This design comes from an exercise in tuning for small area, a short achievable clock period and few clock cycles per item on the open sky130 flow, not from production work.
No run shown here included a check of the RTL's function; only the layout flow was run.

## flow/design.v (module list and top-level ports; edited modules follow where they fit)
// module dec32: 1282 lines
module dec32 (
    input  wire        clk,
    input  wire        rst,
    input  wire        in_valid,
    output wire        in_ready,
    input  wire [31:0] in_value,
    output wire        out_valid,
    input  wire        out_ready,
    output wire [3:0]  out_len,
    output wire [87:0] out_str
);
  // ...
==> flow/run.sh <==
#!/bin/bash
# synth_recipe.tcl (not shown) runs the flow's synth.tcl, then flattens the netlist and writes it again
# the make line also repeats each setting of config.mk as NAME=value (left out here)
make -C /OpenROAD-flow-scripts/flow DESIGN_CONFIG=/design/flow/config.mk WORK_HOME=/design/flow/orfs CLKGATE_MAP_FILE= SYNTH_SCRIPT=/design/flow/synth_recipe.tcl finish
==> flow/config.mk <==
export PLATFORM = sky130hd
export DESIGN_NAME = dec32
export DESIGN_NICKNAME = dec32
export VERILOG_FILES = /design/flow/design.v
export SDC_FILE = /design/flow/constraint.sdc
export NUM_CORES = 4
export LEC_CHECK = 0
export CAP_MARGIN = 20
export CORE_MARGIN = 2
export CORE_UTILIZATION = 40
export SLEW_MARGIN = 20
==> flow/constraint.sdc <==
create_clock -name core_clock -period 10.0 [get_ports {clk}]
set_input_delay 2.0000 -clock core_clock [delete_from_list [all_inputs] [get_ports {clk}]]
set_output_delay 2.0000 -clock core_clock [all_outputs]
set_load 0.01 [all_outputs]
==> summary.txt, run 1 <==
Critical path
  – R2r endpoint: r3_d[26]$_DFFE_PN_
  – CP cell instances: inv_2 -> a311oi_2 -> nand2_2 -> mux2i_1 -> o221ai_1 -> or2_0 -> a22oi_1 -> nor2_1 -> a221oi_1 -> nand3_1 -> o21a_1 -> or3_1 -> o2111a_1 -> mux2i_1 -> a2111oi_0 -> a21oi_1
  – Crit path depth: 16
  – CP most frequent cell: mux2i_1
  – Worst path top cell family by delay: compound AO/OA/AOI/OAI gates

Min path
  – Worst Hold Path EP: r2_m[3]$_DFFE_PN_
  – Min-Delay Path Class: register to register

Die
  – # rows: between 90 and 100
  – Ports: 130
  – Core area: between 60000 and 70000 um^2

Final layout
  – Most flops, register: o_nib
  – Signal buffers: 133
  – Number of sequential storage elements: about 280
  – CLK BUF: 43
  – Antenna cells: 0
  – Area grow syn2layout: 8.11%
  – Seq. cell area: between 8000 and 9000 um^2
  – Final net count: 3491
  – Area of the multi-input gates: about 17000 um^2

Synthesis
  – Sequential area share after synthesis: 29.6%
  – Ys flop type: edfxtp_1
  – Avg Synthesized Cell Area: 7.68 um^2
  – Multiplexer share of the synthesized area: ~3.2%

GRT
  – First-pass GRT wire length: roughly 110 mm
  – Vias in the first global route: about 23k
  – Antenna violations before repair: 0

STA
  – RSZ-0062 raised after global routing: no
  – Final Skew: ~27 ps
  – Period utilisation layout: between 60 and 70%
  – Final Max Slew Viols: 0
  – Setup tns final: 0 ps
  – Worst Tran Pin Value: about 1100 ps

Placement
  – Placed Cells: 4272

Clock network
  – H-tree levels: 2
  – # hold bufs at CTS: 0

Route
  – Initial DRC Count: 1863
  – Antenna violation net count after detailed routing: 0
  – Pre-Repair DR Iteration Count: 5

Run status
  – Outcome: finished clean
==> run 2: changes to the inputs <==
--- a/flow/config.mk
+++ b/flow/config.mk
@@ -7,2 +7,3 @@
 export LEC_CHECK = 0
+export ABC_CLOCK_PERIOD_IN_PS = 3000
 export CAP_MARGIN = 20
@@ -10,2 +11,3 @@
 export CORE_UTILIZATION = 40
+export SETUP_SLACK_MARGIN = 5
 export SLEW_MARGIN = 20
==> summary.txt, run 2 <==
Run status
  – Outcome: finished clean (unchanged)

Synthesis
  – Netlist Area Pre-Place: 27300 um^2 (unchanged)
  – Cells after Synth: 3547 (unchanged)
  – Most frequent cells after synthesis: 403 x nor2_1, 335 x nand2_1, 284 x o21ai_0 (unchanged)
  – Synth cell types: 123 (unchanged)
  – Avg Synthesized Cell Area: 7.68 um^2 (unchanged)
  – Yosys reg bits: 284 (unchanged)
  – Synth area leaders: edfxtp_1 26%, nor2_1 5.5%, o21ai_0 5.2%, a21oi_1 4.9%, nand2_1 4.6% (unchanged)
  – Post-synth EDFFs: 238 (unchanged)
  – Synth async-reset ratio: 0% (unchanged)
  – Area leader, netlist: edfxtp_1 (unchanged)
  – Cell with the most instances after synthesis: nor2_1 (unchanged)
  – Ys flop type: edfxtp_1 (unchanged)
  – Post-synth top area share: 26.2% (unchanged)
  – Sequential area share after synthesis: 29.6% (unchanged)
  – Synth Warn #: 1 (unchanged)

Critical path
  – CP Capture Type: register (unchanged)
  – WS Path Type: register to register (unchanged)
  – WP data arrival: 5230 ps (was 6590 ps)
  – Worst endpoint required time: 10290 ps (was 10250 ps)
  – CP cell instances: buf_4 -> or2_1 -> a2111o_1 -> nand2_4 -> mux2i_2 -> o221ai_2 -> or2_4 -> a211o_1 -> or3b_2 -> o21ai_0 -> a31oi_1 -> o21a_4 -> or3_4 -> o2111a_2 -> mux2i_1 -> a2111oi_2 -> a21oi_1 (was inv_2 -> a311oi_2 -> nand2_2 -> mux2i_1 -> o221ai_1 -> or2_0 -> a22oi_1 -> nor2_1 -> a221oi_1 -> nand3_1 -> o21a_1 -> or3_1 -> o2111a_1 -> mux2i_1 -> a2111oi_0 -> a21oi_1)
  – Slowest-stage cell, CP: a2111o_1 (was edfxtp_1)
  – Slowest stage delay, CP: 540 ps (was 870 ps)
  – Startpoint type of the worst setup path: register (unchanged)
  – Critical Path Fanout Max: 10 (was 23)

Die
  – # rows: 95 (unchanged)
  – Core area: 67300 um^2 (unchanged)
  – Chip Width: 265 um (unchanged)
  – Die Ht: 265 um (unchanged)
  – Ports: 130 (unchanged)
  – Die area: 70200 um^2 (unchanged)
  – Initial Util: 40.5% (unchanged)

STA
  – Final min period: 4950 ps (was 6340 ps)
  – WHS: 414 ps (was 397 ps)
  – Final Skew: 15.7 ps (was 26.8 ps)
  – Fin. Hold Viols: 0 (unchanged)
  – Setup Viol. Count Final: 0 (unchanged)
  – Worst Tran Pin Value: 1140 ps (was 1060 ps)
  – Peak Freq: 0.202 GHz (was 0.158 GHz)
  – Period utilisation layout: 49.5% (was 63.4%)
  – Max-slew headroom: 24.2% (was 29.5%)
  – Setup tns final: 0 ps (unchanged)
  – Final Max Slew Viols: 0 (unchanged)
  – RSZ-0062 raised after global routing: yes (was no)

Route
  – Remaining DRCs: 0 (unchanged)
  – Wire per inst: 15.7 um (was 14.9 um)
  – Via count: 27.0k (was 25.8k)
  – Routed vias/inst: 5.98 (was 5.94)
  – Pre-Repair DR Iteration Count: 7 (was 5)
  – Antenna violation net count after detailed routing: 0 (unchanged)
  – Initial DRC Count: 1955 (was 1863)
  – DRT Wirelength: 70.9 mm (was 64.8 mm)

Final layout
  – Area grow syn2layout: 17.6% (was 8.11%)
  – Fraction of layout cells with a size suffix above 1: 14.8% (was 6.09%)
  – Final net count: 3671 (was 3491)
  – Antenna cells: 0 (unchanged)
  – Area of the multi-input gates: 18600 um^2 (was 17500 um^2)
  – Most common cell after layout, fill and taps aside: nor2_1 (unchanged)
  – Largest registers: o_nib x44, rl_d x38, sk_d x38 (unchanged)
  – Fillers: 6551 (was 6848)
  – Commonest non-fill, non-tap cells in the layout: 392 x nor2_1, 330 x nand2_1, 271 x o21ai_0 (was 403 x nor2_1, 335 x nand2_1, 283 x o21ai_0)
  – Seq. cell area: 8070 um^2 (about the same)
  – Most flops, register: o_nib (unchanged)
  – Max FFs per register: 44 (unchanged)

GRT
  – Vias in the first global route: 23.8k (was 22.5k)
  – All-Layer GR Usage: 18.8% (was 17.9%)
  – Largest net degree at the start of global routing: 65 (was 79)
  – First-pass GRT wire length: 116 mm (was 110 mm)
  – Antenna violations before repair: 0 (unchanged)
  – Congestion Overflow GR: 0 (unchanged)

Clock network
  – Worst-Skew Late Latency: 550 ps (was 540 ps)
  – CTS tree: done (unchanged)
  – Clock Root Buffer: clkbuf_16 (unchanged)
  – Clock buffer depth: 3 (unchanged)
  – Clk sinks: 284 (unchanged)
  – # hold bufs at CTS: 0 (unchanged)
  – Clock-pin transition on the worst setup and hold timing paths: 60 ps (about the same)
  – Cts bufs inserted: 36 (was 35)
  – H-tree levels: 2 (unchanged)

Placement
  – GPL Wtd Cong: 0.891 (was 0.887)
  – Port Buffer Count: 106 (unchanged)
  – DPL Wire Length: 45.8 mm (was 45.3 mm)

Job
  – Maxcap violations: 0 (unchanged)

Min path
  – Min-Delay Path Class: register to register (unchanged)
-- run 2: cell counts after synthesis --
Identical to the previous run, type by type.
-- run 2: path summary, 6_finish.rpt --
kind,slack (ps),startpoint,end,cells past startpoint
min,410,r2_m[3]$_DFFE_PN_,r3_m[3]$_DFFE_PN_,0
min reg2reg,410,r2_m[3]$_DFFE_PN_,r3_m[3]$_DFFE_PN_,0
max reg2reg,5050,r2_d[8]$_DFFE_PN_,r3_d[26]$_DFFE_PN_,17
max,5050,r2_d[8]$_DFFE_PN_,r3_d[26]$_DFFE_PN_,17
-- run 2: cell type report --
type | count | share of cell area (%)
clock buffers | 46 | 3.15
clock inverters | 19 | 0.613
inverters | 116 | 1.39
multi-input cells | 2869 | 57.9
flip-flops and latches | 284 | 25.2
well taps | 873 | 3.41
repair buffers | 308 | 8.26
repair inverters | 2 | 0.0468
-- run 2: kinds of logic after synthesis --
family	Yosys count	synth area share (%)
DFF	284	29.6
adders and majority gates	36	1.49
AOI/OAI and AO/OA	1310	33.0
and+or+nand+nor	1348	23.9
other	2	0.0276
xor gates and xnor gates	68	2.18
buffers and inverters	417	6.62
muxes	82	3.15
-- run 2: critical path, delay by kind of cell, from the launching register on --
family / cells / cell delay [ps]
compound gates: 9 / 2120
buf+inv: 1 / 190
simple gates: 5 / 1600
flops: 1 / 350
mux: 2 / 410
-- run 2: timing repair --
action	4_1_cts	5_1_grt
gates cloned	1	4
setup buffers	78	101
resized for setup	83	168
endpoints found under the setup margin	100	90
pin swaps	18	68
-- run 2: layer usage --
| layer | GRT usage (%) | vias to the layer above | routed length, um |
|---|---|---|---|
| met3 | 2.06 | 103 | 3000 |
| met1 | 24.9 | 12600 | 31900 |
| met4 | 5.19 | 0 | 1620 |
| met5 | 0 | - | 0 |
| li1 | - | 13600 | - |
| met2 | 32.3 | 682 | 34400 |
-- run 2: per-stage QoR --
step           setup WS [ps]  util (%)  cell area (um^2)  std cells
2_1_floorplan           5010         -             27400       3568
3_3_place_gp            3890      42.1             28300       4268
3_5_place_dp            3760      42.1             28300       4268
4_1_cts                 4910      45.3             30500       4412
5_1_grt                 4860      47.6             32100       4517
6_report                5050      47.6             32100       4517

## port drivers added, routing unchanged
Ports are ideal in the flow. The routed layouts listed here were re-timed in OpenROAD.
Step 1 sets driving cells, clkbuf_16 on the clock port and buf_2 on the other inputs (assumed; they add their load-dependent delay and slew).
Step 2, shift: input delay + t, output delay - t, t = (earliest + latest rising clock arrival at the registers) / 2. This alone moves slack from input paths to output paths.
Three values: ideal ports, drivers, drivers and shift; two values: the first two.
| run | t, ns | slack for setup (ns) | pins driven straight from the clock port |
|---|---|---|---|
| run 1 | 0.589 | 3.659 / 3.659 / 3.659 | 1 |
| run 2 | 0.603 | 5.053 / 5.053 / 5.053 | 1 |
After both steps every run listed still meets setup and hold.
